What follows belongs to an exercise in optimizing a design on an open flow for a short achievable clock period and few clock cycles; a production flow would make more cautious choices. Function was checked by simulation only, so behaviour that the tests miss may differ from the original. Power and IR drop assume default switching activity.

--- flow/config.mk ---
export PLATFORM = sky130hd
export DESIGN_NAME = mc3_engine
export DESIGN_NICKNAME = mc3_engine
export VERILOG_FILES = /design/flow/design.v
export SDC_FILE = /design/flow/constraint.sdc
export NUM_CORES = 4
export LEC_CHECK = 0
export ABC_CLOCK_PERIOD_IN_PS = 2500
export CAP_MARGIN = 20
export CORE_MARGIN = 2
export CORE_UTILIZATION = 50
export SETUP_SLACK_MARGIN = 5
export SLEW_MARGIN = 20
--- flow/constraint.sdc ---
create_clock -name core_clock -period 8.0 [get_ports {clk}]
set_input_delay 1.6000 -clock core_clock [delete_from_list [all_inputs] [get_ports {clk}]]
set_output_delay 1.6000 -clock core_clock [all_outputs]
set_load 0.01 [all_outputs]
--- flow/design.v ---
module mc3_engine (
    input  wire        clk,
    input  wire        rst,           
    input  wire        start,         
    input  wire [15:0] prog_len,      
    output wire [15:0] prog_addr,
    input  wire [7:0]  prog_rdata,
    output reg         mem_en,
    output reg         mem_we,
    output reg  [24:0] mem_addr,
    output reg  [23:0] mem_wdata,
    input  wire [23:0] mem_rdata,
    output wire        done,          
    output wire [1:0]  fault,         
    output wire [15:0] pc,            
    output wire [24:0] mem_len        
);
    localparam [7:0] OP_STORE      = 8'd17;
    localparam [7:0] OP_SQRT       = 8'd19;
    localparam [7:0] OP_LOAD_MEM   = 8'd24;
    localparam [7:0] OP_LOAD_CONST = 8'd28;
    localparam [1:0] C_LC = 2'd0, C_ST = 2'd1, C_LM = 2'd2, C_SQ = 2'd3;
    localparam integer Q = 4;        
    integer i;
    reg        busy;         
    reg        done_r;
    reg        fend;         
    reg [1:0]  fault_r;
    reg [15:0] pc_r;
    reg [24:0] mlen_r;
    reg [15:0] len_r;
    assign done    = done_r;
    assign fault   = fault_r;
    assign pc      = pc_r;
    assign mem_len = mlen_r;
    wire go = start && !busy;
    reg [15:0] qB  [0:Q-1];
    reg [23:0] qC  [0:Q-1];
    reg [23:0] qD  [0:Q-1];
    reg [1:0]  qcls[0:Q-1];
    reg [Q-1:0] qv;              
    reg [Q-1:0] qskip;           
    reg [Q-1:0] qrep;            
    reg [Q-1:0] qlc, qst, qlm, qsq;    
    reg [Q-1:0] qcmp;            
    reg [Q-1:0] qbl;             
    reg [Q-1:0] qlml;            
    reg [Q-1:0] qc1;             
    reg [31:0]  qra [0:Q-1];     
    reg [Q-1:0] qhz;             
    reg [Q-1:0] qph;             
    reg [Q-1:0] rpo;             
    reg [2:0]   rpb;             
    reg [2:0]   nres;            
    wire pop;                    
    reg [15:0] fa;           
    reg [15:0] left;         
    reg        left1;        
    reg [3:0]  fidx;         
    reg        fv;           
    reg [1:0]  fcls;         
    reg [15:0] fpc;          
    reg [2:0]  fslot;        
    reg        f_lt5, f_lt6, f_lt9;    
    assign prog_addr = fa;
    reg        t1_v;
    reg [3:0]  t1_idx;
    reg [2:0]  t1_slot;      
    reg        t1_last;
    reg [1:0]  t1_cls;
    reg [1:0]  d_cls;
    reg        d_bad;
    wire [1:0] in_cls = (prog_rdata == OP_LOAD_CONST) ? C_LC :
                        (prog_rdata == OP_STORE)      ? C_ST :
                        (prog_rdata == OP_LOAD_MEM)   ? C_LM : C_SQ;
    wire       in_bad = (prog_rdata != OP_LOAD_CONST) && (prog_rdata != OP_STORE) &&
                        (prog_rdata != OP_LOAD_MEM) && (prog_rdata != OP_SQRT);
    wire d_trunc = (d_cls == C_LC) ? f_lt6 : (d_cls == C_ST) ? f_lt5 : f_lt9;
    wire d_fault = d_bad || d_trunc;
    wire [3:0] f_lastidx = (fcls == C_LC) ? 4'd5 : (fcls == C_ST) ? 4'd4 : 4'd8;
    wire       f_islast  = fv && (fidx >= 4'd3) && (fidx == f_lastidx);
    wire       f_run     = busy && !fend;
    reg [15:0] aB;
    reg [23:0] aC;
    reg [15:0] aD;           
    reg        aCz;          
    reg        aR0;          
    reg        aR0b;         
    reg        aR1;          
    wire [7:0] b = prog_rdata;
    wire [7:0] aBl_m1  = aB[7:0] - 8'd1;
    wire [7:0] aBh_m1  = aB[15:8] - 8'd1;
    localparam [3:0] E_IDLE = 4'd0,
                     E_ST_A = 4'd1,   
                     E_ST_B = 4'd2,   
                     E_RA   = 4'd6,   
                     E_RB   = 4'd7,   
                     E_WA   = 4'd8,   
                     E_WB   = 4'd9,   
                     E_BUB  = 4'd10,  
                     E_BUBR = 4'd11,  
                     E_REP  = 4'd12,  
                     E_LOC  = 4'd13;  
    reg [3:0]  es;
    reg [23:0] rep_data;     
    reg [24:0] raddr;        
    reg [24:0] waddr;        
    reg [23:0] rleft;        
    reg        lm_rep;
    reg [2:0]  ex_slot;      
    reg [4:0]  exB;          
    reg        ex_loc;
    localparam integer SH = 32;
    reg [23:0] sh [0:SH-1];
    reg        sh_wen;       
    reg [31:0] ex_ra;        
    reg        sh_fwd;       
    reg        vacc_en;      
    reg [5:0]  vacc_addr;
    localparam [2:0] U_IDLE = 3'd0, U_RD = 3'd1, U_CAP = 3'd2, U_DIG = 3'd3, U_RDY = 3'd4;
    reg [2:0]  us   [0:1];
    reg [23:0] uD   [0:1];
    reg [2:0]  uslot[0:1];   
    reg [23:0] uin;          
    reg [1:0]  uloc;         
    reg [1:0]  udlive;       
    reg [19:0] un   [0:1];   
    reg [12:0] uR   [0:1];   
    reg [11:0] ur   [0:1];   
    reg [15:0] ut3  [0:1];   
    reg [2:0]  uit  [0:1];
    wire [1:0] u_busy = {us[1] != U_IDLE, us[0] != U_IDLE};
    wire [1:0] u_rdy  = {us[1] == U_RDY,  us[0] == U_RDY};
    wire [16:0] sX   [0:1];
    wire [17:0] sc1  [0:1];
    wire [17:0] sc2  [0:1];
    wire [17:0] sc3  [0:1];
    wire [1:0]  sd   [0:1];
    wire [12:0] sRn  [0:1];
    wire [11:0] srn  [0:1];
    wire [15:0] st3n [0:1];
    genvar g;
    generate
        for (g = 0; g < 2; g = g + 1) begin : rootdig
            wire [15:0] t3x4 = {ut3[g][13:0], 2'b00};
            assign sX[g]  = {uR[g], un[g][19:16]};
            assign sc1[g] = {1'b0, sX[g]} - {3'd0, ur[g], 3'b001};
            assign sc2[g] = {1'b0, sX[g]} - {2'd0, ur[g], 4'b0100};
            assign sc3[g] = {1'b0, sX[g]} - {2'd0, ut3[g]};
            assign sd[g]  = !sc3[g][17] ? 2'd3 : !sc2[g][17] ? 2'd2 : !sc1[g][17] ? 2'd1 : 2'd0;
            assign sRn[g] = !sc3[g][17] ? sc3[g][12:0] : !sc2[g][17] ? sc2[g][12:0] :
                            !sc1[g][17] ? sc1[g][12:0] : sX[g][12:0];
            assign srn[g] = {ur[g][9:0], sd[g]};
            assign st3n[g] = (sd[g] == 2'd3) ? t3x4 + 16'd45 :
                             (sd[g] == 2'd2) ? t3x4 + 16'd21 :
                             (sd[g] == 2'd1) ? t3x4 - 16'd3  : t3x4 - 16'd27;
        end
    endgenerate
    reg  [1:0] u_wr;         
    wire [11:0] u_root0 = (us[0] == U_RDY) ? ur[0] : srn[0];
    wire [11:0] u_root1 = (us[1] == U_RDY) ? ur[1] : srn[1];
    wire [23:0] s0in [0:1];
    wire [3:0]  s0x  [0:1];
    wire [1:0]  s0d  [0:1];
    wire [3:0]  s0sq [0:1];
    wire [15:0] s0t3 [0:1];
    generate
        for (g = 0; g < 2; g = g + 1) begin : firstdig
            assign s0in[g] = uloc[g] ? uin : mem_rdata;
            assign s0x[g]  = s0in[g][23:20];
            assign s0d[g]  = (s0x[g] >= 4'd9) ? 2'd3 : (s0x[g] >= 4'd4) ? 2'd2 :
                             (s0x[g] >= 4'd1) ? 2'd1 : 2'd0;
            assign s0sq[g] = (s0d[g] == 2'd3) ? 4'd9 : (s0d[g] == 2'd2) ? 4'd4 :
                             (s0d[g] == 2'd1) ? 4'd1 : 4'd0;
            assign s0t3[g] = (s0d[g] == 2'd3) ? 16'd81 : (s0d[g] == 2'd2) ? 16'd57 :
                             (s0d[g] == 2'd1) ? 16'd33 : 16'd9;
        end
    endgenerate
    function touches;
        input [1:0]  cls;
        input        skip;
        input [15:0] eb;
        input [23:0] ec;
        input [23:0] ed;
        input [23:0] a;
        begin
            case (cls)
                C_LC: touches = ({8'd0, eb} == a);
                C_ST: touches = ({8'd0, eb} == a) || ({8'd0, ec[15:0]} == a);
                C_SQ: touches = ({8'd0, eb} == a) || (ed == a);
                default: touches = !skip;
            endcase
        end
    endfunction
    function [2:0] nxt;
        input [2:0] k;
        begin
            nxt = (k == Q - 1) ? 3'd0 : k + 3'd1;
        end
    endfunction
    reg [Q-1:0] hzn;         
    reg [Q-1:0] phn;         
    integer k, kp;
    always @(*) begin
        for (k = 0; k < Q; k = k + 1) begin
            kp = (k == 0) ? Q - 1 : k - 1;
            hzn[k] = !qv[k] || !qcmp[k] ||
                (u_busy[0] && touches(qcls[k], qskip[k], qB[k], qC[k], qD[k], uD[0])) ||
                (u_busy[1] && touches(qcls[k], qskip[k], qB[k], qC[k], qD[k], uD[1]));
            phn[k] = qv[k] && qv[kp] && qsq[kp] && !rpo[k] &&
                touches(qcls[k], qskip[k], qB[k], qC[k], qD[k], qD[kp]);
        end
    end
    reg [15:0] hB;
    reg [23:0] hC;
    reg [23:0] hD;
    always @(*) begin
        hB = 16'd0;
        hC = 24'd0;
        hD = 24'd0;
        for (k = 0; k < Q; k = k + 1) begin
            hB = hB | (qB[k] & {16{rpo[k]}});
            hC = hC | (qC[k] & {24{rpo[k]}});
            hD = hD | (qD[k] & {24{rpo[k]}});
        end
    end
    wire h_v    = |(qv & rpo);
    wire h_hz   = |((qhz | qph) & rpo);
    wire h_lc   = |(qlc & rpo);
    wire h_lm   = |(qlm & rpo);
    wire h_st   = |(qst & rpo);
    wire h_sq   = |(qsq & rpo);
    wire h_skip = |(qskip & rpo);
    wire h_rep  = |(qrep & rpo);
    wire u_free0 = (us[0] == U_IDLE);
    wire u_free1 = (us[1] == U_IDLE);
    wire at_bnd  = (es == E_IDLE);
    wire uw      = at_bnd && (u_wr != 2'b00);            
    wire uw1     = !u_wr[0];                             
    wire hz_ok   = (u_busy == 2'b00) || !h_hz;
    assign pop   = at_bnd && !uw && h_v && hz_ok && (!h_sq || u_free0 || u_free1);
    wire pop_u1  = !u_free0;                             
    wire h_cmp   = |(qcmp & rpo);
    wire        h_bl    = |(qbl & rpo);
    wire        h_lmloc = |(qlml & rpo);
    wire        h_c1    = |(qc1 & rpo);
    reg  [31:0] hra;
    reg  [23:0] sh_sel;
    always @(*) begin
        hra = 32'd0;
        for (k = 0; k < Q; k = k + 1)
            hra = hra | (qra[k] & {32{rpo[k]}});
        sh_sel = 24'd0;
        for (k = 0; k < SH; k = k + 1)
            sh_sel = sh_sel | (sh[k] & {24{ex_ra[k]}});
    end
    wire [6:0]  h_dce   = {2'd0, hD[4:0]} + {1'b0, hC[5:0]};    
    wire [23:0] sh_rd   = sh_fwd ? mem_wdata : sh_sel;
    reg [Q-1:0] t1_we;       
    reg [Q-1:0] t1_wl;       
    reg [Q-1:0] t1_wv;       
    wire t1_head  = t1_v && (t1_slot == rpb);            
    wire room    = (nres < Q);
    wire f_alloc = f_run && ((!fv && room) || (f_islast && !left1 && room));
    wire f_fault = f_run && fv && (fidx == 4'd2) && d_fault;
    wire m_ge_a = mem_en && (mem_addr >= mlen_r);
    wire m_ge_v = vacc_en && ({19'd0, vacc_addr} >= mlen_r);
    wire m_a_v  = (mem_addr >= {19'd0, vacc_addr});
    wire m_pa   = m_ge_a && (!m_ge_v || m_a_v);
    wire [1:0] u_lo = {uD[1][23:5] == 19'd0, uD[0][23:5] == 19'd0};
    wire       n_lo = at_bnd ? (uw ? (uw1 ? u_lo[1] : u_lo[0]) : h_bl)
                             : (waddr[24:5] == 20'd0);
    reg        n_en;
    reg        n_we;
    reg [24:0] n_addr;
    reg [23:0] n_wdata;
    always @(*) begin
        n_en    = 1'b0;
        n_we    = 1'b0;
        n_addr  = waddr;
        n_wdata = mem_rdata;
        case (es)
            E_IDLE: begin
                if (uw) begin
                    n_en    = 1'b1;
                    n_we    = 1'b1;
                    n_addr  = {1'b0, uw1 ? uD[1] : uD[0]};
                    n_wdata = {12'd0, uw1 ? u_root1 : u_root0};
                end else if (pop) begin
                    if ((h_st || h_sq) && h_bl) begin
                        n_en    = 1'b0;
                    end else if (h_lm && h_lmloc) begin
                        n_en    = 1'b0;
                    end else begin
                        n_en    = !h_skip;
                        n_we    = h_lc;
                        n_addr  = (h_lc || h_st || h_sq) ? {9'd0, hB} : {1'b0, hD};
                        n_wdata = hC;
                    end
                end
            end
            E_ST_B: begin
                n_en = 1'b1;
                n_we = 1'b1;
                if (ex_loc) n_wdata = sh_rd;
            end
            E_RB, E_BUB, E_WA, E_BUBR: begin
                n_en = 1'b1;
                n_we = 1'b1;
            end
            E_LOC: begin
                n_en    = 1'b1;
                n_we    = 1'b1;
                n_wdata = sh_rd;
            end
            E_RA: begin
                n_en   = !lm_rep && (rleft != 24'd0);
                n_addr = raddr + 25'd1;
            end
            E_WB: begin
                n_en   = 1'b1;
                n_addr = raddr + 25'd1;
            end
            E_REP: begin
                n_en    = 1'b1;
                n_we    = 1'b1;
                n_wdata = rep_data;
            end
            default: ;
        endcase
    end
    always @(posedge clk) begin
        if (t1_v) begin
            case (t1_idx)
                4'd1: aB[7:0]  <= b;
                4'd2: aB[15:8] <= b;
                4'd3: begin
                    aC[7:0] <= b;
                    aCz <= (b == 8'd0);
                end
                4'd4: begin
                    aC[15:8] <= b;
                    aCz <= aCz && (b == 8'd0);
                end
                4'd5: begin
                    aC[23:16] <= b;
                    aCz <= aCz && (b == 8'd0);
                end
                4'd6: begin
                    aD[7:0] <= b;
                    aR0  <= (b == aBl_m1);
                    aR0b <= (aB[7:0] == 8'd0);
                end
                4'd7: begin
                    aD[15:8] <= b;
                    aR1 <= aR0 && (aR0b ? ((b == aBh_m1) && (aB[15:8] != 8'd0))
                                        : (b == aB[15:8]));
                end
                default: begin
                    d_cls <= in_cls;
                    d_bad <= in_bad;
                end
            endcase
        end
        for (i = 0; i < Q; i = i + 1) begin
            if (t1_we[i]) begin
                qB[i]   <= {b, aB[7:0]};
                qcls[i] <= d_cls;
                qlc[i]  <= 1'b0;
                qst[i]  <= (d_cls == C_ST);
                qlm[i]  <= 1'b0;
                qsq[i]  <= (d_cls == C_SQ);
                qskip[i] <= 1'b0;
                qrep[i]  <= 1'b0;
                qbl[i]   <= (b == 8'd0) && (aB[7:5] == 3'd0);
                qra[i]   <= 32'd1 << aB[4:0];
            end
            if (t1_wl[i]) begin
                qB[i]   <= aB;
                qcls[i] <= t1_cls;
                qlc[i]  <= (t1_cls == C_LC);
                qst[i]  <= (t1_cls == C_ST);
                qlm[i]  <= (t1_cls == C_LM);
                qsq[i]  <= (t1_cls == C_SQ);
                case (t1_cls)
                    C_LC: qC[i] <= {b, aC[15:0]};
                    C_ST: qC[i] <= {8'd0, b, aC[7:0]};
                    default: qC[i] <= aC;
                endcase
                qD[i]    <= {b, aD};
                qskip[i] <= (t1_cls == C_LM) && aCz;
                qrep[i]  <= aR1 && (b == 8'd0);
                qbl[i]   <= (aB[15:5] == 11'd0);
                qra[i]   <= 32'd1 << ((t1_cls == C_LM) ? aD[4:0] : aB[4:0]);
                qlml[i]  <= (b == 8'd0) && (aD[15:5] == 11'd0) && (aC[23:6] == 18'd0) &&
                            (({2'd0, aD[4:0]} + {1'b0, aC[5:0]}) <= 7'd32);
                qc1[i]   <= (aC == 24'd1);
            end
        end
        for (i = 0; i < SH; i = i + 1) begin
            if (go)
                sh[i] <= 24'd0;
            else if (sh_wen && (mem_addr[4:0] == i))
                sh[i] <= mem_wdata;
        end
        vacc_addr <= h_lm ? (h_dce[5:0] - 6'd1) : {1'b0, hB[4:0]};
        sh_wen <= !rst && n_en && n_we && n_lo;
        sh_fwd <= (es == E_LOC) && lm_rep && (rleft != 24'd0);
        if (es == E_LOC)
            ex_ra <= {ex_ra[30:0], ex_ra[31]};
        else if (es == E_IDLE)
            ex_ra <= hra;
        mem_addr  <= n_addr;
        mem_wdata <= n_wdata;
        if (es == E_BUBR)
            rep_data <= mem_rdata;
        uin <= sh_rd;
        for (i = 0; i < 2; i = i + 1) begin
            case (us[i])
                U_CAP: begin
                    un[i]  <= s0in[i][19:0];
                    ur[i]  <= {10'd0, s0d[i]};
                    uR[i]  <= {9'd0, s0x[i] - s0sq[i]};
                    ut3[i] <= s0t3[i];
                    uit[i] <= 3'd5;
                end
                U_DIG: begin
                    un[i]  <= {un[i][15:0], 4'd0};
                    ur[i]  <= srn[i];
                    uR[i]  <= sRn[i];
                    ut3[i] <= st3n[i];
                    uit[i] <= uit[i] - 3'd1;
                end
                default: ;
            endcase
        end
        for (i = 0; i < 2; i = i + 1) begin
            if (us[i] == U_IDLE) begin
                uD[i]    <= h_cmp ? hD : {8'd0, aD};
                uslot[i] <= rpb;
                if (t1_head && t1_idx == 4'd6) uD[i][7:0]   <= b;
                if (t1_head && t1_idx == 4'd7) uD[i][15:8]  <= b;
                if (t1_head && t1_idx == 4'd8) uD[i][23:16] <= b;
            end else if (udlive[i] && t1_v && t1_slot == uslot[i]) begin
                if (t1_idx == 4'd6) uD[i][7:0]   <= b;
                if (t1_idx == 4'd7) uD[i][15:8]  <= b;
                if (t1_idx == 4'd8) uD[i][23:16] <= b;
            end
        end
        if (rst) begin
            busy    <= 1'b0;
            done_r  <= 1'b0;
            fend    <= 1'b0;
            fault_r <= 2'd0;
            pc_r    <= 16'd0;
            mlen_r  <= 25'd0;
            len_r   <= 16'd0;
            qv      <= {Q{1'b0}};
            qhz     <= {Q{1'b1}};
            qph     <= {Q{1'b0}};
            rpo     <= {{(Q-1){1'b0}}, 1'b1};
            rpb     <= 3'd0;
            nres    <= 3'd0;
            fa      <= 16'd0;
            left    <= 16'd0;
            left1   <= 1'b0;
            fidx    <= 4'd0;
            fv      <= 1'b0;
            fcls    <= 2'd0;
            fpc     <= 16'd0;
            fslot   <= 3'd0;
            f_lt5   <= 1'b0;
            f_lt6   <= 1'b0;
            f_lt9   <= 1'b0;
            t1_v    <= 1'b0;
            t1_idx  <= 4'd0;
            t1_slot <= 3'd0;
            t1_last <= 1'b0;
            t1_cls  <= 2'd0;
            t1_we   <= {Q{1'b0}};
            t1_wl   <= {Q{1'b0}};
            t1_wv   <= {Q{1'b0}};
            es      <= E_IDLE;
            mem_en  <= 1'b0;
            mem_we  <= 1'b0;
            us[0]   <= U_IDLE;
            vacc_en <= 1'b0;
            udlive  <= 2'b00;
            u_wr    <= 2'b00;
            us[1]   <= U_IDLE;
        end else begin
            t1_v    <= go ? (prog_len != 16'd0) : (fv && f_run);
            t1_idx  <= go ? 4'd0 : fidx;
            t1_slot <= go ? rpb : fslot;
            t1_last <= !go && f_islast;
            t1_cls  <= fcls;
            for (i = 0; i < Q; i = i + 1) begin
                t1_we[i] <= !go && f_run && fv && (fidx == 4'd2) && (fslot == i) &&
                            ((d_cls == C_ST) || (d_cls == C_SQ)) && !d_fault;
                t1_wl[i] <= !go && f_run && f_islast && (fslot == i);
                t1_wv[i] <= !go && f_run && f_islast && (fslot == i) &&
                            ((fcls == C_LC) || (fcls == C_LM));
            end
            if (go) begin
                busy    <= 1'b1;
                done_r  <= 1'b0;
                fault_r <= 2'd0;
                len_r   <= prog_len;
                fa      <= 16'd1;
                left    <= prog_len - 16'd1;
                left1   <= (prog_len == 16'd2);
                fidx    <= 4'd1;
                fpc     <= 16'd0;
                fslot   <= rpb;
                f_lt5   <= prog_len < 16'd5;
                f_lt6   <= prog_len < 16'd6;
                f_lt9   <= prog_len < 16'd9;
                pc_r    <= 16'd0;
                if (prog_len == 16'd0) begin
                    fend <= 1'b1;
                    fv   <= 1'b0;
                end else begin
                    fend <= 1'b0;
                    fv   <= 1'b1;
                end
            end else if (f_run) begin
                if (!fv) begin
                    if (room) fv <= 1'b1;
                end else if (fidx == 4'd2) begin
                    if (d_fault) begin
                        fault_r <= d_bad ? 2'd1 : 2'd2;
                        pc_r    <= fpc;
                        fend    <= 1'b1;
                        fv      <= 1'b0;
                    end else begin
                        fcls <= d_cls;
                        if (d_cls == C_SQ) begin
                            fidx <= 4'd6;
                            fa   <= fa + 16'd4;
                            left <= left - 16'd4;
                            left1 <= (left == 16'd5);
                        end else begin
                            fidx <= 4'd3;
                            fa   <= fa + 16'd1;
                            left <= left - 16'd1;
                            left1 <= (left == 16'd2);
                        end
                    end
                end else if (f_islast) begin
                    fa    <= fa + 16'd1;
                    left  <= left - 16'd1;
                    left1 <= (left == 16'd2);
                    fidx  <= 4'd0;
                    fpc   <= fa + 16'd1;
                    fslot <= nxt(fslot);
                    f_lt5 <= left < 16'd6;
                    f_lt6 <= left < 16'd7;
                    f_lt9 <= left < 16'd10;
                    if (left1) begin
                        fend <= 1'b1;
                        fv   <= 1'b0;
                        pc_r <= len_r;
                    end else begin
                        fv   <= room;
                    end
                end else begin
                    fidx <= fidx + 4'd1;
                    fa   <= fa + 16'd1;
                    left <= left - 16'd1;
                    left1 <= (left == 16'd2);
                end
            end
            if (go)
                nres <= (prog_len != 16'd0) ? 3'd1 : 3'd0;
            else
                nres <= nres + {2'd0, f_alloc} - {2'd0, pop || f_fault};
            for (i = 0; i < Q; i = i + 1) begin
                if (t1_we[i] || t1_wv[i])
                    qv[i] <= 1'b1;
                else if (pop && rpo[i])
                    qv[i] <= 1'b0;
                if (t1_we[i])
                    qcmp[i] <= 1'b0;
                else if (t1_wl[i])
                    qcmp[i] <= 1'b1;
            end
            if (pop) begin
                rpo <= {rpo[Q-2:0], rpo[Q-1]};
                rpb <= nxt(rpb);
            end
            qhz <= hzn;
            qph <= phn;
            if (go)
                mlen_r <= 25'd0;
            else if (m_pa)
                mlen_r <= mem_addr + 25'd1;
            else if (m_ge_v)
                mlen_r <= {19'd0, vacc_addr} + 25'd1;
            vacc_en <= pop && !uw && !h_skip && (((h_st || h_sq) && h_bl) || (h_lm && h_lmloc));
            for (i = 0; i < 2; i = i + 1) begin
                case (us[i])
                    U_RD:  us[i] <= U_CAP;
                    U_CAP: us[i] <= U_DIG;
                    U_DIG: if (uit[i] == 3'd1)
                               us[i] <= (uw && (uw1 == i[0])) ? U_IDLE : U_RDY;
                    U_RDY: if (uw && (uw1 == i[0])) us[i] <= U_IDLE;
                    default: ;
                endcase
                u_wr[i] <= ((us[i] == U_DIG) && (uit[i] == 3'd2)) ||
                           (((us[i] == U_RDY) || ((us[i] == U_DIG) && (uit[i] == 3'd1))) &&
                            !(uw && (uw1 == i[0])));
            end
            for (i = 0; i < 2; i = i + 1) begin
                if (pop && h_sq && (pop_u1 == i[0]))
                    udlive[i] <= !h_cmp && !(t1_head && t1_idx == 4'd8);
                else if (udlive[i] && t1_v && t1_slot == uslot[i] && t1_idx == 4'd8)
                    udlive[i] <= 1'b0;
            end
            for (i = 0; i < 2; i = i + 1)
                if (pop && h_sq && (pop_u1 == i[0]))
                    uloc[i] <= h_bl;
            if (pop && h_sq) begin
                if (pop_u1) us[1] <= U_RD;
                else        us[0] <= U_RD;
            end
            mem_en <= n_en;
            mem_we <= n_we;
            case (es)
                E_IDLE: begin
                    raddr     <= {1'b0, hD};
                    waddr     <= h_st ? {9'd0, h_cmp ? hC[15:0] : aC[15:0]} : {9'd0, hB};
                    if (t1_head && t1_idx == 4'd3) waddr[7:0]  <= b;
                    if (t1_head && t1_idx == 4'd4) waddr[15:8] <= b;
                    ex_slot   <= rpb;
                    rleft     <= hC - 24'd1;
                    lm_rep    <= h_rep;
                    exB       <= hB[4:0];
                    ex_loc    <= h_bl;
                    if (pop) begin
                        if (h_st && !(h_bl && h_cmp))
                            es <= E_ST_A;
                        else if (h_st)
                            es <= E_ST_B;
                        else if (h_lm && h_lmloc && !h_skip)
                            es <= E_LOC;
                        else if (h_lm && !h_lmloc && !h_skip)
                            es <= E_RA;
                    end
                end
                E_ST_A: begin
                    if (t1_v && t1_slot == ex_slot && t1_idx == 4'd4) waddr[15:8] <= b;
                    es <= E_ST_B;
                end
                E_ST_B: es <= E_IDLE;
                E_RA: begin
                    if (lm_rep) begin
                        es <= E_BUBR;
                    end else if (rleft != 24'd0) begin
                        raddr    <= raddr + 25'd1;
                        rleft    <= rleft - 24'd1;
                        es       <= E_RB;
                    end else begin
                        es <= E_BUB;
                    end
                end
                E_RB, E_BUB: begin
                    waddr     <= waddr + 25'd1;
                    es        <= (es == E_RB) ? E_WA : E_IDLE;
                end
                E_WA: begin
                    waddr     <= waddr + 25'd1;
                    es        <= (rleft != 24'd0) ? E_WB : E_IDLE;
                end
                E_WB: begin
                    raddr    <= raddr + 25'd1;
                    rleft    <= rleft - 24'd1;
                    es       <= E_RA;
                end
                E_BUBR: begin
                    waddr     <= waddr + 25'd1;
                    es        <= (rleft != 24'd0) ? E_REP : E_IDLE;
                end
                E_LOC: begin
                    raddr    <= raddr + 25'd1;
                    waddr    <= waddr + 25'd1;
                    rleft    <= rleft - 24'd1;
                    if (rleft == 24'd0)
                        es <= E_IDLE;
                end
                E_REP: begin
                    waddr    <= waddr + 25'd1;
                    rleft    <= rleft - 24'd1;
                    if (rleft == 24'd1)
                        es <= E_IDLE;
                end
                default: es <= E_IDLE;
            endcase
            if (busy && !go && fend && !t1_v && !h_v && at_bnd &&
                (u_busy == 2'b00)) begin
                busy   <= 1'b0;
                done_r <= 1'b1;
                fa     <= 16'd0;
                fidx   <= 4'd0;
            end
        end
    end
endmodule
--- flow/run.sh ---
#!/bin/bash
# synth_recipe.tcl (not shown) runs the flow's synth.tcl, then flattens the netlist and writes it again
# the make line also repeats each setting of config.mk as NAME=value (left out here)
make -C /OpenROAD-flow-scripts/flow DESIGN_CONFIG=/design/flow/config.mk WORK_HOME=/design/flow/orfs CLKGATE_MAP_FILE= SYNTH_SCRIPT=/design/flow/synth_recipe.tcl finish
==> results.json, run 1 <==
{
  "timing.final.crit_share_pct": 39.5,
  "setup_total_negative_slack_ns": 0,
  "async_reset_ff_share_pct": 0,
  "grtUsageTotal_pct": 44.1,
  "synthesis.instances": 10421,
  "postRouteWirelength_um": 442000,
  "report.final.slew_viol_count": 0,
  "drv.max_cap_violation_count": 0,
  "ctsRootBufferMaster": "sky130_fd_sc_hd__clkbuf_16",
  "yosys_most_used_dff": "sky130_fd_sc_hd__dfxtp_1",
  "clock_sink_count": 1836,
  "holdCritPathClass": "flop to flop",
  "grt-busiest-layer": "met2",
  "drc_errors": 0,
  "numPlacedInstances": 12453,
  "area_delta_synth_final_pct": 17.5,
  "util_after_layout_pct": 59.3,
  "first_global_vias": 81229,
  "chipHeight_um": 437,
  "synth_warnings": 15,
  "crit_path_end_kind": "flop",
  "placementRows": 158,
  "port_buffers": 161,
  "maxClockFrequency_mhz": 317,
  "worst_r2r_startpoint": "us[0][2]",
  "h_tree_levels": 4,
  "clock_slew_at_reported_path_ffs_ns": 0.06,
  "groute.layer.met3.usage_pct": 12.6,
  "critPathRequiredTime_ns": 8.76,
  "ioPinCount": 162,
  "leakage_nw": 38.4,
  "critPathArrivalTime_ns": 3.92,
  "number_of_antenna_violations_at_the_first_check_in_global_routing": 20,
  "final_common_cell": "sky130_fd_sc_hd__nand2_1",
  "reg2reg_to": "mem_wdata[9]",
  "setup_ws_ns": 4.84,
  "antenna_left": 0,
  "r2r_cells": 14,
  "start_kind": "flop",
  "vias_per_cell": 6.70,
  "run_status": "finished clean",
  "worstMarginPinSlew_ns": 1.36,
  "final_period_minus_worst_setup_slack_ns": 3.16,
  "seq_area_frac_synth_pct": 47.8,
  "holdCritStartpoint": "sh[13][19]",
  "fp.coreArea_mm2": 0.186,
  "tritoncts": "yes",
  "globalRouteMet1Util_pct": 56.9,
  "gp_routability_congestion": 1.13,
  "worst_hold_path.endpoint": "sh[13][19]",
  "worst_supply_voltage_drop_on_vdd_mv": 0.178,
  "hpwlAfterDp_um": 270000,
  "fp.dieArea_mm2": 0.191,
  "via_count": 88167,
  "gr-total-overflow": 0,
  "post_drt_wl_per_cell_um": 33.6,
  "number_of_nets_in_the_synthesized_netlist": 10658,
  "grt_setup_unrepaired": "true",
  "start_util_pct": 50.5,
  "synth_area_mm2": 0.0938,
  "cellPowerDensity_mw_per_mm2": 183,
  "final_nets": 10727,
  "hold_viol_final": 0,
  "timing.setup.critical_path_class": "flop to flop",
  "grt_start_max_net_pins": 210,
  "grt_use_met2_pct": 64.3,
  "nFillCells": 16098,
  "ys_ff_latch": 1836,
  "skew_ns": 0.0449,
  "cp_max_fo": 6,
  "cts-root-to-sink-buffers": 3,
  "post_synth_edffs": 802,
  "mostFrequentLayoutCells": "sky130_fd_sc_hd__nand2_1, sky130_fd_sc_hd__a21oi_1, sky130_fd_sc_hd__dfxtp_1",
  "cts-buffers-inserted": 199,
  "stdcell_count": 13159,
  "synth.lib_cells_used.distinct": 103,
  "drt_first_iter_violations": 13782,
  "min_path_cells": 2,
  "syn_avg_cell_area_um2": 9.00,
  "slew_headroom_pct": 9.49,
  "final-setup-viol-count": 0,
  "detailedPlace.worstSlack_ns": 3.63,
  "clock_insertion_delay_at_the_later_pin_of_the_skew_report_ns": 0.88,
  "grt_first_pass_wirelength_um": 608000,
  "proportion_of_layout_cells_with_a_drive_suffix_above_1_pct": 14.4,
  "r2r_setup_slack_ns": 4.84,
  "fp.dieW_um": 437,
  "power_mw": 20.2,
  "first_pass_iters": 9
}
## sequential cells by signal, summed over array words and instances (netlist names), 22 cells and up
name,count
sh,768
qD,96
qC,96
mem_wdata,24
aC,24
qra,128
uD,48
raddr,25
uR,26
rep_data,24
mem_addr,25
ur,22
qB,64
un,40
mlen_r,25
rleft,24
ut3,26
ex_ra,32
waddr,25
uin,24
## metrics by stage
step | area (um^2) | hold WS, ns
3_5_place_dp | 97400 | 0.445
6_report | 110000 | 0.453
5_1_grt | 110000 | 0.467
2_1_floorplan | 94000 | 0.417
3_3_place_gp | 97400 | 0.426
4_1_cts | 108000 | 0.454
## metal layers
metal	up-vias	wire, um
met4	16	35800
met1	42456	162000
met2	6641	184000
met5	-	129
li1	37317	-
met3	1737	60000
## report_power, final
group,internal [mW],total (mW),switching (mW)
logic,0.286,0.812,0.526
registers,9.75,9.80,0.0565
clock network,5.45,9.54,4.09
total,15.5,20.2,4.67
## critical path: stages (launching register included)
cell                        delay [ns]
sky130_fd_sc_hd__dfxtp_4          0.34
sky130_fd_sc_hd__or3_4            0.40
sky130_fd_sc_hd__buf_12           0.16
sky130_fd_sc_hd__inv_12           0.07
sky130_fd_sc_hd__buf_6            0.09
sky130_fd_sc_hd__a211oi_2         0.04
sky130_fd_sc_hd__a2111oi_4        0.35
sky130_fd_sc_hd__buf_6            0.17
sky130_fd_sc_hd__buf_6            0.12
sky130_fd_sc_hd__nand3b_4         0.22
sky130_fd_sc_hd__buf_16           0.25
sky130_fd_sc_hd__mux2_4           0.30
sky130_fd_sc_hd__o211ai_2         0.18
sky130_fd_sc_hd__a31oi_1          0.11
sky130_fd_sc_hd__o21a_1           0.23
## area by class of cell
type	count	area [um^2]	area share (%)
diodes	17	42.5	0.0386
clock inverters	71	763	0.693
well taps	2480	3100	2.82
multi-input cells	7521	46700	42.4
flip-flops and latches	1836	45200	41.0
clock buffers	302	5940	5.39
inverters	217	850	0.771
repair buffers	715	7570	6.88
## worst max path at each step
stage | slack [ns] | startpoint | to | cells after the start
after detailed placement | 3.63 | rpo[0] | mem_wdata[9] | 11
after global placement | 3.58 | es[2] | nres[2] | 15
after floorplan | 4.59 | mem_rdata[20] | uR[0][2] | 11
after global routing | 4.74 | us[0][2] | mem_wdata[2] | 15
after CTS | 4.78 | fidx[2] | nres[2] | 15
final | 4.84 | us[0][2] | mem_wdata[9] | 14
## repair_timing
action | 4_1_cts | 5_1_grt
buffers inserted | 193 | 70
endpoints found under the setup margin | 725 | 444
resized for setup | 1047 | 220
hold endpoints to repair | 0 | 0
cloned | 36 | 13
hold buffers | 0 | 0
pin swaps | 34 | 68
## logic make-up (layout without fill, tap and decap cells)
group | Yosys count | count (layout) | synth area share (%)
multiplexers | 367 | 367 | 4.01
AND/OR/NAND/NOR | 3687 | 3692 | 17.3
buffers and inverters | 1070 | 1305 | 4.47
XOR/XNOR | 683 | 683 | 6.38
adder cells (fa/ha/maj) | 187 | 187 | 2.52
AO/OA/AOI/OAI | 2591 | 2592 | 17.6
flip-flops | 1836 | 1836 | 47.8
other | 0 | 17 | 0
## Yosys cell counts (36+ instances only)
cell	count	area (um^2)
sky130_fd_sc_hd__nand2b_1	46	288
sky130_fd_sc_hd__a22oi_1	273	2050
sky130_fd_sc_hd__a31oi_1	85	532
sky130_fd_sc_hd__nor3_1	156	781
sky130_fd_sc_hd__and2_1	67	419
sky130_fd_sc_hd__a222oi_1	41	410
sky130_fd_sc_hd__mux2i_1	314	3140
sky130_fd_sc_hd__a221oi_1	166	1450
sky130_fd_sc_hd__mux2_2	47	529
sky130_fd_sc_hd__buf_1	58	218
sky130_fd_sc_hd__clkbuf_1	740	2780
sky130_fd_sc_hd__xor2_1	212	1860
sky130_fd_sc_hd__nand3_1	231	1160
sky130_fd_sc_hd__nor4_1	99	619
sky130_fd_sc_hd__nor2b_1	54	338
sky130_fd_sc_hd__a211oi_1	95	713
sky130_fd_sc_hd__ha_1	183	2290
sky130_fd_sc_hd__o211ai_1	44	330
sky130_fd_sc_hd__nor2_1	486	1820
sky130_fd_sc_hd__nand4_1	177	1110
sky130_fd_sc_hd__edfxtp_1	802	24100
sky130_fd_sc_hd__inv_1	213	800
sky130_fd_sc_hd__buf_2	36	180
sky130_fd_sc_hd__a21oi_1	1114	5580
sky130_fd_sc_hd__xnor2_1	471	4130
sky130_fd_sc_hd__o21ai_0	335	1680
sky130_fd_sc_hd__nand2_1	2163	8120
sky130_fd_sc_hd__dfxtp_1	1034	20700
sky130_fd_sc_hd__a22o_1	159	1390
sky130_fd_sc_hd__and3_1	59	369
Testbench counts, summed over its fixed seeds: cycles 23,764.
==> inputs of run 2 (changes only) <==
--- a/flow/config.mk
+++ b/flow/config.mk
@@ -10,3 +10,3 @@
 export CORE_MARGIN = 2
-export CORE_UTILIZATION = 50
+export CORE_UTILIZATION = 45
 export SETUP_SLACK_MARGIN = 5
==> results.json, run 2 <==
{
  "run_status": "finished clean",
  "drc_errors": 0,
  "area_delta_synth_final_pct": 18.1,
  "detailedPlace.worstSlack_ns": 3.19,
  "drv.max_cap_violation_count": 0,
  "clock_sink_count": 1836,
  "r2r_cells": 9,
  "clock_slew_at_reported_path_ffs_ns": 0.06,
  "crit_path_cell_trace": "buf_4, a22o_1, a221oi_1, nand4_1, nor3_4, a21oi_1, a221oi_1, o221ai_1, o21a_1",
  "crit_start": "ex_ra[22]",
  "post_synth_edffs": 802,
  "final_common_cell": "sky130_fd_sc_hd__nand2_1",
  "port_buffers": 161,
  "seq_area_frac_synth_pct": 47.8,
  "gp_routability_congestion": 1.03,
  "critPathCapture": "mem_wdata[3]",
  "gr-total-overflow": 0,
  "hpwlAfterDp_um": 262000,
  "synthesis.instances": 10421,
  "slew_headroom_pct": 14.4,
  "grt_setup_unrepaired": "true",
  "skew_ns": 0.0975,
  "critical_path_buf_inv_count": 1,
  "drt_first_iter_violations": 13794,
  "post_drt_wl_per_cell_um": 32.1,
  "biggestRegsByFlops": "sh x768, qra x128",
  "antenna_left": 0,
  "start_kind": "flop",
  "first_global_vias": 80917,
  "yosys_most_used_dff": "sky130_fd_sc_hd__dfxtp_1",
  "final-setup-viol-count": 0,
  "worstMarginPinSlew_ns": 1.28,
  "share_of_the_synthesized_area_in_the_top_cell_type_pct": 25.7,
  "util_after_layout_pct": 53.5,
  "final_period_minus_worst_setup_slack_ns": 3.19,
  "synth.top_cells.by_count": "sky130_fd_sc_hd__nand2_1, sky130_fd_sc_hd__a21oi_1, sky130_fd_sc_hd__dfxtp_1",
  "power_mw": 20.2,
  "worst_path_dominant_cell_family": "compound AO/OA/AOI/OAI gates",
  "r2r_setup_slack_ns": 4.81,
  "ctsRootBufferMaster": "sky130_fd_sc_hd__clkbuf_16",
  "timing.final.crit_share_pct": 39.8,
  "worst_path_most_repeated_cell": "sky130_fd_sc_hd__a221oi_1",
  "critical_path.slowest_cell": "sky130_fd_sc_hd__nor3_4",
  "async_reset_ff_share_pct": 0,
  "cts-buffers-inserted": 200,
  "numPlacedInstances": 12765,
  "cts-root-to-sink-buffers": 3,
  "netlist.top_cell.by_area": "sky130_fd_sc_hd__edfxtp_1",
  "number_of_antenna_violations_at_the_first_check_in_global_routing": 23,
  "synth_warnings": 15,
  "setup_ws_ns": 4.81,
  "worst_r2r_startpoint": "ex_ra[22]",
  "stdcell_count": 13481,
  "cp_slowest_stage_delay_ns": 0.46,
  "max_flop_register": "sh",
  "grtUsageTotal_pct": 39.1,
  "hold_viol_final": 0,
  "synth_area_mm2": 0.0938,
  "timing.setup.critical_path_class": "flop to flop",
  "tritoncts": "yes",
  "report.final.slew_viol_count": 0,
  "vias_per_cell": 6.51,
  "first_pass_iters": 10,
  "mostFrequentLayoutCells": "sky130_fd_sc_hd__nand2_1, sky130_fd_sc_hd__a21oi_1, sky130_fd_sc_hd__dfxtp_1",
  "ioPinCount": 162,
  "h_tree_levels": 4,
  "setup_total_negative_slack_ns": 0,
  "fp.dieW_um": 460,
  "chipHeight_um": 460,
  "most_frequent_cell_after_synthesis": "sky130_fd_sc_hd__nand2_1",
  "crit_path_end_kind": "flop",
  "start_util_pct": 45.3,
  "synth.lib_cells_used.distinct": 103,
  "final_nets": 10746,
  "critPathArrivalTime_ns": 3.96,
  "syn_avg_cell_area_um2": 9.00,
  "largest_reg_flops": 768,
  "worst_supply_voltage_drop_on_vdd_mv": 0.242,
  "ys_ff_latch": 1836,
  "placementRows": 167,
  "maxClockFrequency_mhz": 314,
  "via_count": 87735,
  "cp_max_fo": 24,
  "leakage_nw": 38.4,
  "postRouteWirelength_um": 433000,
  "crit_cells": 9,
  "holdCritPathClass": "flop to flop",
  "grt_start_max_net_pins": 110,
  "cellPowerDensity_mw_per_mm2": 182,
  "reg2reg_to": "mem_wdata[3]",
  "holdBufCountCts": 0,
  "critPathRequiredTime_ns": 8.78,
  "number_of_nets_in_the_synthesized_netlist": 10658,
  "proportion_of_layout_cells_with_a_drive_suffix_above_1_pct": 14.6,
  "clock_insertion_delay_at_the_later_pin_of_the_skew_report_ns": 0.93,
  "netlist_top_cells_area": "sky130_fd_sc_hd__edfxtp_1, sky130_fd_sc_hd__dfxtp_1, sky130_fd_sc_hd__nand2_1",
  "grt_first_pass_wirelength_um": 598000,
  "min_path_cells": 2,
  "fp.dieArea_mm2": 0.212,
  "fp.coreArea_mm2": 0.207
}
==> run 2: cell counts after synthesis <==
Identical to the previous run, type by type.
==> run 2: worst min-delay path by stage <==
stage,from,to,slack (ns)
6_report,t1_wv[3],qv[3],0.45
5_1_grt,sh[23][22],sh[23][22],0.47
4_1_cts,sh[20][6],sh[20][6],0.45
3_5_place_dp,t1_wv[1],qv[1],0.44
3_3_place_gp,t1_wv[0],qv[0],0.43
2_1_floorplan,t1_wv[0],qv[0],0.42
==> run 2: per-layer routing <==
metal	vias to the layer above	wire [um]	global-route usage [%]
li1	37335	-	-
met1	42334	162000	50.6
met2	6436	181000	57.1
met3	1606	54800	10.3
met4	24	34600	26.3
met5	-	173	0
==> run 2: worst reg2reg max path, delay by kind of cell, from the launching register on <==
kind,cells,cell delay [ns]
compound gates,6,1.58
buf+inv,1,0.38
flops,1,0.43
simple gates,2,0.70
==> run 2: cell type report <==
cell class / instances / area (um^2)
diodes: 10 / 25.0
clock buffers: 286 / 5720
clock inverters: 90 / 1050
fillers: 18525 / 96300
inverters: 217 / 850
multi-input cells: 7526 / 46900
flip-flops and latches: 1836 / 45200
well taps: 2788 / 3490
repair buffers: 728 / 7550
==> run 2: cell families (layout without fill, tap and decap cells) <==
kind of cell / count (synthesis) / count (layout) / share of synthesized area (%)
compound gates: 2591 / 2591 / 17.6
xor+xnor: 683 / 683 / 6.38
other cells: 0 / 10 / 0
fa+ha+maj: 187 / 187 / 2.52
buf+inv: 1070 / 1321 / 4.47
flops: 1836 / 1836 / 47.8
mux: 367 / 367 / 4.01
simple gates: 3687 / 3698 / 17.3
==> run 2: timing repair <==
| action | in CTS | in global routing |
|---|---|---|
| pin swaps | 26 | 67 |
| endpoints found under the hold margin | 0 | 0 |
| cloned | 35 | 13 |
| setup buffers | 203 | 79 |
| endpoints found under the setup margin | 1087 | 499 |
| resized for setup | 1057 | 229 |
==> run 2: where the power goes <==
group	total, mW	internal, mW	switching [mW]
registers	9.80	9.75	0.0559
logic	0.811	0.289	0.522
clock network	9.55	5.35	4.21
==> run 2: stage by stage <==
step                      hold slack (ns)  cell area, um^2
after global routing                0.469           111000
after CTS                           0.454           109000
after detailed placement            0.441            97800
after floorplan                     0.417            94000
after global placement              0.432            97800
final                               0.448           111000
==> inputs of run 3 (changes only) <==
--- a/flow/design.v
+++ b/flow/design.v
@@ -47,4 +47,3 @@
     reg [Q-1:0] qlml;            
-    reg [Q-1:0] qc1;             
-    reg [31:0]  qra [0:Q-1];     
+    reg [4:0]   qra [0:Q-1];     
     reg [Q-1:0] qhz;             
@@ -68,3 +67,2 @@
     reg [2:0]  t1_slot;      
-    reg        t1_last;
     reg [1:0]  t1_cls;
@@ -110,3 +108,2 @@
     reg [2:0]  ex_slot;      
-    reg [4:0]  exB;          
     reg        ex_loc;
@@ -132,3 +129,2 @@
     wire [1:0] u_busy = {us[1] != U_IDLE, us[0] != U_IDLE};
-    wire [1:0] u_rdy  = {us[1] == U_RDY,  us[0] == U_RDY};
     wire [16:0] sX   [0:1];
@@ -245,9 +241,8 @@
     wire        h_lmloc = |(qlml & rpo);
-    wire        h_c1    = |(qc1 & rpo);
-    reg  [31:0] hra;
+    reg  [4:0]  hra;
     reg  [23:0] sh_sel;
     always @(*) begin
-        hra = 32'd0;
+        hra = 5'd0;
         for (k = 0; k < Q; k = k + 1)
-            hra = hra | (qra[k] & {32{rpo[k]}});
+            hra = hra | (qra[k] & {5{rpo[k]}});
         sh_sel = 24'd0;
@@ -375,3 +370,3 @@
                 qbl[i]   <= (b == 8'd0) && (aB[7:5] == 3'd0);
-                qra[i]   <= 32'd1 << aB[4:0];
+                qra[i]   <= aB[4:0];
             end
@@ -393,6 +388,5 @@
                 qbl[i]   <= (aB[15:5] == 11'd0);
-                qra[i]   <= 32'd1 << ((t1_cls == C_LM) ? aD[4:0] : aB[4:0]);
+                qra[i]   <= (t1_cls == C_LM) ? aD[4:0] : aB[4:0];
                 qlml[i]  <= (b == 8'd0) && (aD[15:5] == 11'd0) && (aC[23:6] == 18'd0) &&
                             (({2'd0, aD[4:0]} + {1'b0, aC[5:0]}) <= 7'd32);
-                qc1[i]   <= (aC == 24'd1);
             end
@@ -411,3 +405,3 @@
         else if (es == E_IDLE)
-            ex_ra <= hra;
+            ex_ra <= 32'd1 << hra;
         mem_addr  <= n_addr;
@@ -477,3 +471,2 @@
             t1_slot <= 3'd0;
-            t1_last <= 1'b0;
             t1_cls  <= 2'd0;
@@ -494,3 +487,2 @@
             t1_slot <= go ? rpb : fslot;
-            t1_last <= !go && f_islast;
             t1_cls  <= fcls;
@@ -636,3 +628,2 @@
                     lm_rep    <= h_rep;
-                    exB       <= hB[4:0];
                     ex_loc    <= h_bl;
==> results.json, run 3 <==
{
  "grt_start_max_net_pins": 118,
  "start_util_pct": 45.2,
  "min_path_cells": 2,
  "mostFrequentLayoutCells": "sky130_fd_sc_hd__nand2_1, sky130_fd_sc_hd__a21oi_1, sky130_fd_sc_hd__dfxtp_1",
  "sequentialPowerShare_pct": 48.1,
  "synthesis.instances": 10282,
  "biggestRegsByFlops": "sh x768, qC x96, qD x96",
  "drc_errors": 0,
  "skew_ns": 0.0761,
  "post_drt_wl_per_cell_um": 35.3,
  "dpl_cell_area_mm2": 0.0939,
  "port_buffers": 161,
  "holdCritStartpoint": "t1_wv[1]",
  "area_delta_synth_final_pct": 19.4,
  "netlist_top_cells_area": "sky130_fd_sc_hd__edfxtp_1, sky130_fd_sc_hd__dfxtp_1, sky130_fd_sc_hd__nand2_1",
  "fp.dieArea_mm2": 0.202,
  "chipHeight_um": 449,
  "comb_power_share_pct": 4.1,
  "setup_total_negative_slack_ns": 0,
  "cellPowerDensity_mw_per_mm2": 179,
  "start_kind": "flop",
  "power.switching_fraction_pct": 24.1,
  "holdCritPathClass": "flop to flop",
  "placementRows": 163,
  "critPathArrivalTime_ns": 3.91,
  "hpwlAfterDp_um": 298000,
  "seq_area_frac_synth_pct": 46.6,
  "fp.coreArea_mm2": 0.197,
  "synth_area_mm2": 0.0892,
  "number_of_antenna_violations_at_the_first_check_in_global_routing": 36,
  "maxClockFrequency_mhz": 313,
  "proportion_of_layout_cells_with_a_drive_suffix_above_1_pct": 15.4,
  "cts-buffers-inserted": 189,
  "pwr-share-clk_pct": 47.8,
  "worst_supply_voltage_drop_on_vdd_mv": 0.235,
  "reg2reg_to": "nres[2]",
  "clock_sink_count": 1728,
  "worst_r2r_startpoint": "rpo[1]",
  "synth_warnings": 15,
  "grt_first_pass_wirelength_um": 635000,
  "grtUsageTotal_pct": 44.3,
  "total_switching_power_mw": 4.61,
  "r2r_setup_slack_ns": 4.81,
  "run_status": "finished clean",
  "final-setup-viol-count": 0,
  "most_frequent_cell_after_synthesis": "sky130_fd_sc_hd__nand2_1",
  "netlist.top_cell.by_area": "sky130_fd_sc_hd__edfxtp_1",
  "fp.dieW_um": 449,
  "first_global_vias": 81103,
  "number_of_nets_in_the_synthesized_netlist": 10514,
  "share_of_the_synthesized_area_in_the_top_cell_type_pct": 23.4,
  "postRouteWirelength_um": 468000,
  "timing.setup.critical_path_class": "flop to flop",
  "holdBufCountCts": 0,
  "async_reset_ff_share_pct": 0,
  "drv.max_cap_violation_count": 0,
  "syn_avg_cell_area_um2": 8.68,
  "synth.top_cells.by_count": "sky130_fd_sc_hd__nand2_1, sky130_fd_sc_hd__a21oi_1, sky130_fd_sc_hd__dfxtp_1",
  "tritoncts": "yes",
  "drt_first_iter_violations": 14642,
  "ys_ff_latch": 1728,
  "yosys_most_used_dff": "sky130_fd_sc_hd__dfxtp_1",
  "antenna_left": 0,
  "hold_viol_final": 0,
  "post_synth_edffs": 694,
  "power_report.internal_total_mw": 14.5,
  "clock_slew_at_reported_path_ffs_ns": 0.07,
  "leakage_nw": 37.4,
  "gr-total-overflow": 0,
  "synth.lib_cells_used.distinct": 99,
  "first_pass_iters": 9,
  "final_period_minus_worst_setup_slack_ns": 3.19,
  "grt_setup_unrepaired": "true",
  "vias_per_cell": 6.62,
  "worstMarginPinSlew_ns": 1.28,
  "cts-root-to-sink-buffers": 3,
  "slew_headroom_pct": 14.1,
  "report.final.slew_viol_count": 0,
  "final_nets": 10690,
  "cp_max_fo": 10,
  "via_count": 87841,
  "h_tree_levels": 4,
  "layout.cell_area.non_filler_mm2": 0.107,
  "max_flop_register": "sh",
  "worst_hold_path.endpoint": "qv[1]",
  "critPathRequiredTime_ns": 8.72,
  "clock_insertion_delay_at_the_later_pin_of_the_skew_report_ns": 0.89,
  "crit_path_end_kind": "flop",
  "r2r_cells": 14,
  "final_common_cell": "sky130_fd_sc_hd__nand2_1",
  "ctsRootBufferMaster": "sky130_fd_sc_hd__clkbuf_16",
  "largest_reg_flops": 768,
  "gp_routability_congestion": 1.09,
  "timing.final.crit_share_pct": 39.9,
  "ioPinCount": 162
}
run 3: cell types whose count changed in the layout (fill, tap and decap cells not counted), sizes merged, moves of 42 or more:
cell,delta
a31oi,-46
buf,+115
edfxtp,-108
mux2i,-149
nand2,+42
o21ai,+59
xnor2,-89
xor2,+70
run 3: cell type report:
class / instances / area (um^2)
diodes: 21 / 52.6
fillers: 17818 / 90700
well taps: 2640 / 3300
multi-input cells: 7440 / 45400
clock inverters: 86 / 1040
clock buffers: 263 / 5390
inverters: 254 / 1040
flip-flops and latches: 1728 / 41900
repair buffers: 845 / 8330
run 3: cells by family (layout without fill, tap and decap cells):
kind of cell	after synthesis	in the layout	share of synthesized area, %
fa+ha+maj	181	181	2.56
xor+xnor	664	664	6.52
other cells	0	21	0
compound gates	2656	2656	18.9
mux	201	201	2.31
buf+inv	1118	1448	4.75
flops	1728	1728	46.6
simple gates	3734	3738	18.4
run 3: repair_timing:
action                                   CTS  global route
endpoints found under the setup margin   975           616
cloned                                    30             9
resized for setup                       1071           229
setup buffers                            220           106
pin swaps                                 40            73
run 3: critical path: stages, from the launching register on:
cell and delay [ns]:
sky130_fd_sc_hd__dfxtp_4 0.45, sky130_fd_sc_hd__o21ai_4 0.15, sky130_fd_sc_hd__nand4_1 0.44, sky130_fd_sc_hd__a2111oi_4 0.49
sky130_fd_sc_hd__buf_6 0.26, sky130_fd_sc_hd__inv_6 0.04, sky130_fd_sc_hd__nand2_4 0.06, sky130_fd_sc_hd__ha_4 0.20
sky130_fd_sc_hd__inv_4 0.05, sky130_fd_sc_hd__ha_4 0.12, sky130_fd_sc_hd__inv_2 0.03, sky130_fd_sc_hd__fa_2 0.34
sky130_fd_sc_hd__xor2_2 0.16, sky130_fd_sc_hd__xnor2_1 0.17, sky130_fd_sc_hd__nor2_1 0.05
run 3: through the flow:
stage	util [%]	instances	total power, mW	hold slack (ns)	setup slack (ns)
5_1_grt	54.0	13261	19.5	0.468	4.72
3_3_place_gp	47.6	12542	9.99	0.428	3.50
2_1_floorplan	-	10282	9.73	0.417	4.53
4_1_cts	53.0	13141	19.1	0.447	4.85
6_report	54.0	13277	19.1	0.447	4.81
3_5_place_dp	47.6	12542	10.0	0.430	3.45
run 3: per-layer routing:
metal / track usage, % / vias up / part of all wire (%)
met4: 30.5 / 28 / 8.5
met1: 55.7 / 42612 / 36
li1: - / 36889 / -
met5: 0 / - / 0.062
met2: 64.6 / 6588 / 42
met3: 14.1 / 1724 / 13
run 3: power groups by stage:
| stage | clock, mW | combinational, mW | sequential, mW |
|---|---|---|---|
| final | 9.14 | 0.779 | 9.20 |
| after global routing | 9.51 | 0.804 | 9.20 |
| after CTS | 9.14 | 0.740 | 9.19 |
| after detailed placement | 0 | 0.588 | 9.41 |
| after global placement | 0 | 0.579 | 9.41 |
| after floorplan | 0 | 0.345 | 9.39 |
run 3: how the worst max path moves through the flow:
stage                            from            to  cells past startpoint
after floorplan           prog_len[1]      left[14]                     10
after global placement          start     sh[1][13]                      5
after detailed placement        es[3]  mem_addr[19]                      9
after CTS                 mem_addr[4]   mem_addr[4]                      2
after global routing         us[1][2]       nres[2]                     16
final                          rpo[1]       nres[2]                     14
Testbench counts of run 3, summed over its fixed seeds: cycles 23,764.
==> inputs of run 4 (changes only) <==
--- a/flow/design.v
+++ b/flow/design.v
@@ -47,2 +47,4 @@
     reg [Q-1:0] qlml;            
+    reg [Q-1:0] qpen;            
+    reg [23:0]  qfa [0:Q-1];     
     reg [4:0]   qra [0:Q-1];     
@@ -222,2 +224,9 @@
     end
+    reg  [23:0] hfa;
+    always @(*) begin
+        hfa = 24'd0;
+        for (k = 0; k < Q; k = k + 1)
+            hfa = hfa | (qfa[k] & {24{rpo[k]}});
+    end
+    wire h_pen  = |(qpen & rpo);
     wire h_v    = |(qv & rpo);
@@ -278,19 +287,6 @@
             E_IDLE: begin
-                if (uw) begin
-                    n_en    = 1'b1;
-                    n_we    = 1'b1;
-                    n_addr  = {1'b0, uw1 ? uD[1] : uD[0]};
-                    n_wdata = {12'd0, uw1 ? u_root1 : u_root0};
-                end else if (pop) begin
-                    if ((h_st || h_sq) && h_bl) begin
-                        n_en    = 1'b0;
-                    end else if (h_lm && h_lmloc) begin
-                        n_en    = 1'b0;
-                    end else begin
-                        n_en    = !h_skip;
-                        n_we    = h_lc;
-                        n_addr  = (h_lc || h_st || h_sq) ? {9'd0, hB} : {1'b0, hD};
-                        n_wdata = hC;
-                    end
-                end
+                n_addr  = {1'b0, uw ? (uw1 ? uD[1] : uD[0]) : hfa};
+                n_wdata = uw ? {12'd0, uw1 ? u_root1 : u_root0} : hC;
+                n_en    = uw || (pop && h_pen);
+                n_we    = uw || h_lc;
             end
@@ -370,2 +366,4 @@
                 qbl[i]   <= (b == 8'd0) && (aB[7:5] == 3'd0);
+                qpen[i]  <= !((b == 8'd0) && (aB[7:5] == 3'd0));
+                qfa[i]   <= {8'd0, b, aB[7:0]};
                 qra[i]   <= aB[4:0];
@@ -388,2 +386,10 @@
                 qbl[i]   <= (aB[15:5] == 11'd0);
+                qfa[i]   <= (t1_cls == C_LM) ? {b, aD} : {8'd0, aB};
+                case (t1_cls)
+                    C_LC:    qpen[i] <= 1'b1;
+                    C_LM:    qpen[i] <= !aCz && !((b == 8'd0) && (aD[15:5] == 11'd0) &&
+                                (aC[23:6] == 18'd0) &&
+                                (({2'd0, aD[4:0]} + {1'b0, aC[5:0]}) <= 7'd32));
+                    default: qpen[i] <= !(aB[15:5] == 11'd0);
+                endcase
                 qra[i]   <= (t1_cls == C_LM) ? aD[4:0] : aB[4:0];
==> results.json, run 4 <==
{
  "run_status": "finished clean",
  "sequentialPowerShare_pct": 48.8,
  "start_util_pct": 45.3,
  "fp.coreArea_mm2": 0.204,
  "syn_avg_cell_area_um2": 8.86,
  "ys_ff_latch": 1810,
  "synthesis.instances": 10445,
  "max_flop_register": "sh",
  "final_period_minus_worst_setup_slack_ns": 3.17,
  "largest_reg_flops": 768,
  "crit_start": "uD[0][7]",
  "cellPowerDensity_mw_per_mm2": 180,
  "port_buffers": 161,
  "clock_slew_at_reported_path_ffs_ns": 0.06,
  "grt_setup_unrepaired": "true",
  "post_synth_edffs": 776,
  "area_delta_synth_final_pct": 18.7,
  "maxClockFrequency_mhz": 316,
  "proportion_of_layout_cells_with_a_drive_suffix_above_1_pct": 15.6,
  "worst_r2r_startpoint": "uD[0][7]",
  "hold_viol_final": 0,
  "clock_insertion_delay_at_the_later_pin_of_the_skew_report_ns": 0.90,
  "fp.dieW_um": 457,
  "final_common_cell": "sky130_fd_sc_hd__nand2_1",
  "cp_max_fo": 8,
  "start_kind": "flop",
  "most_frequent_cell_after_synthesis": "sky130_fd_sc_hd__nand2_1",
  "met3RoutedLength_um": 66900,
  "setup_total_negative_slack_ns": 0,
  "timing.final.crit_share_pct": 39.6,
  "tritoncts": "yes",
  "drv.max_cap_violation_count": 0,
  "gr-total-overflow": 0,
  "vias_per_cell": 6.66,
  "cp_slowest_stage_delay_ns": 0.55,
  "fp.dieArea_mm2": 0.209,
  "final_nets": 10801,
  "critPathRequiredTime_ns": 8.79,
  "final-setup-viol-count": 0,
  "hpwlAfterDp_um": 302000,
  "ioPinCount": 162,
  "grt_first_pass_wirelength_um": 644000,
  "netlist.top_cell.by_area": "sky130_fd_sc_hd__edfxtp_1",
  "synth_area_mm2": 0.0925,
  "report.final.slew_viol_count": 0,
  "critical_path.slowest_cell": "sky130_fd_sc_hd__edfxtp_1",
  "netlist_top_cells_area": "sky130_fd_sc_hd__edfxtp_1, sky130_fd_sc_hd__dfxtp_1, sky130_fd_sc_hd__nand2_1",
  "grtUsageTotal_pct": 43.4,
  "placementRows": 166,
  "first_global_vias": 82064,
  "cts-root-to-sink-buffers": 3,
  "grt_start_max_net_pins": 188,
  "postRouteWirelength_um": 475000,
  "holdCritStartpoint": "t1_wv[0]",
  "worstMarginPinSlew_ns": 1.25,
  "first_pass_iters": 9,
  "skew_ns": 0.0735,
  "share_of_the_synthesized_area_in_the_top_cell_type_pct": 25.2,
  "pwr-share-clk_pct": 48.8,
  "synth.top_cells.by_count": "sky130_fd_sc_hd__nand2_1, sky130_fd_sc_hd__a21oi_1, sky130_fd_sc_hd__dfxtp_1",
  "mostFrequentLayoutCells": "sky130_fd_sc_hd__nand2_1, sky130_fd_sc_hd__a21oi_1, sky130_fd_sc_hd__dfxtp_1",
  "drc_errors": 0,
  "seq_area_frac_synth_pct": 47.6,
  "crit_path_end_kind": "flop",
  "cts-buffers-inserted": 198,
  "biggestRegsByFlops": "sh x768, qC x96, qD x96",
  "slew_headroom_pct": 16.6,
  "ctsRootBufferMaster": "sky130_fd_sc_hd__clkbuf_16",
  "power_report.internal_total_mw": 15.2,
  "synth.lib_cells_used.distinct": 88,
  "routed.top_layer": "met5",
  "detailroute.wirelength.met2_um": 194000,
  "number_of_antenna_violations_at_the_first_check_in_global_routing": 27,
  "util_after_layout_pct": 53.7,
  "nFillCells": 18488,
  "chipHeight_um": 457,
  "leakage_nw": 38.6,
  "number_of_nets_in_the_synthesized_netlist": 10679,
  "antenna_left": 0,
  "async_reset_ff_share_pct": 0,
  "total_switching_power_mw": 4.55,
  "crit_path_cell_trace": "buf_4, inv_1, o2bb2ai_1, o21ai_0, nand4_1, o41ai_2, a22o_1, a211o_1",
  "power.switching_fraction_pct": 23.1,
  "holdCritPathClass": "flop to flop",
  "critPathArrivalTime_ns": 3.96,
  "gp_routability_congestion": 1.11,
  "timing.setup.critical_path_class": "flop to flop",
  "worst_supply_voltage_drop_on_vdd_mv": 0.225,
  "yosys_most_used_dff": "sky130_fd_sc_hd__dfxtp_1",
  "drt_first_iter_violations": 14923,
  "via_count": 89483,
  "h_tree_levels": 4,
  "synth_warnings": 16,
  "holdBufCountCts": 0,
  "comb_power_share_pct": 2.4,
  "drt-met1-wl_um": 177000,
  "post_drt_wl_per_cell_um": 35.3,
  "clock_sink_count": 1810
}
-- run 4: final timing paths --
path | to | slack, ns | cells after the start
worst min register to register | qv[0] | 0.44 | 2
worst max-delay path | qhz[0] | 4.83 | 8
worst max register to register | qhz[0] | 4.83 | 8
worst min-delay path | qv[0] | 0.44 | 2
-- run 4: repair_timing --
| action | 4_1_cts | 5_1_grt |
|---|---|---|
| cloned | 19 | 12 |
| setup buffers | 217 | 77 |
| resized for setup | 1063 | 251 |
| endpoints found under the setup margin | 1033 | 400 |
| pin swaps | 46 | 78 |
-- run 4: per-stage QoR --
stage               cells  power (mW)  setup WS (ns)  hold slack [ns]  instance area, um^2
floorplan           10445        10.1           4.67            0.417                92800
global placement    12729        10.3           3.57            0.427                97000
detailed placement  12730        10.3           3.42            0.434                97100
CTS                 13337        19.7           4.89            0.444               108000
global route        13430        20.1           4.80            0.466               110000
finish              13437        19.7           4.83            0.438               110000
-- run 4: critical path, delay by kind of cell, from the launching register on --
kind            cells  cell delay, ns
buf+inv             2            0.75
simple gates        1            0.30
compound gates      5            1.50
flops               1            0.55
-- run 4: metal layers --
| metal | global-route usage, % | vias up |
|---|---|---|
| li1 | - | 37571 |
| met1 | 56.5 | 43547 |
| met2 | 61.7 | 6795 |
| met3 | 14.1 | 1560 |
| met4 | 27.6 | 10 |
| met5 | 0 | - |
-- run 4: area by class of cell --
type	count	area [um^2]	share of cell area [%]
diodes	11	27.5	0.0251
repair buffers	783	7550	6.87
clock buffers	264	5500	5.01
clock inverters	107	1270	1.15
well taps	2688	3360	3.06
inverters	253	976	0.888
multi-input cells	7521	46800	42.6
flip-flops and latches	1810	44400	40.4
-- run 4: cell families (layout without fill, tap and decap cells) --
group	after synthesis	count (layout)	synth area share [%]
other cells	0	11	0
buf+inv	1116	1407	4.54
xor+xnor	648	648	6.14
simple gates	3684	3685	17.4
compound gates	2747	2748	19.0
flops	1810	1810	47.6
mux	256	256	2.89
fa+ha+maj	184	184	2.51
-- run 4: power by group through the flow --
stage | Clock, mW | Sequential, mW | Combinational [mW]
after global routing | 9.99 | 9.62 | 0.505
final | 9.63 | 9.62 | 0.479
after CTS | 9.64 | 9.62 | 0.447
after detailed placement | 0 | 9.85 | 0.423
after global placement | 0 | 9.85 | 0.416
after floorplan | 0 | 9.84 | 0.262
Testbench counts of run 4, summed over its fixed seeds: cycles 23,764.

[afterwards: timing with drivers on the ports]
Ports are ideal in the flow. The routed layouts listed here were re-timed in OpenROAD.
Step 1: set_driving_cell puts a clkbuf_16 on clk and a buf_2 on each other input, an assumption about the parent block.
Step 2 times the ports against the registers' clock, not the clock port: input delays grow and output delays shrink by t, the midpoint of the rising clock arrivals with the driver on.
Slacks: no drivers / after step 1 / after step 2; pairs: no drivers / after step 1.
| run | t, ns | setup WS [ns] | worst setup path at the end | slew at the worst register clock pin (ns) | worst slew at a driven data input, ns |
|---|---|---|---|---|---|
| run 1 | 0.961 | 4.843 / 4.818 / 4.128 | input to register | 0.07 / 0.07 | 0.15 |
| run 2 | 0.974 | 4.814 / 4.782 / 4.111 | input to register | 0.07 / 0.07 | 0.18 |
| run 3 | 0.962 | 4.810 / 4.783 / 4.048 | input to register | 0.07 / 0.07 | 0.10 |
| run 4 | 0.964 | 4.833 / 4.823 / 4.092 | input to register | 0.07 / 0.07 | 0.20 |
After both steps setup and hold are still met in every run listed. The setup slack of run 3, which loses most, moves by -0.027 ns with the drivers and by -0.762 ns with both steps.
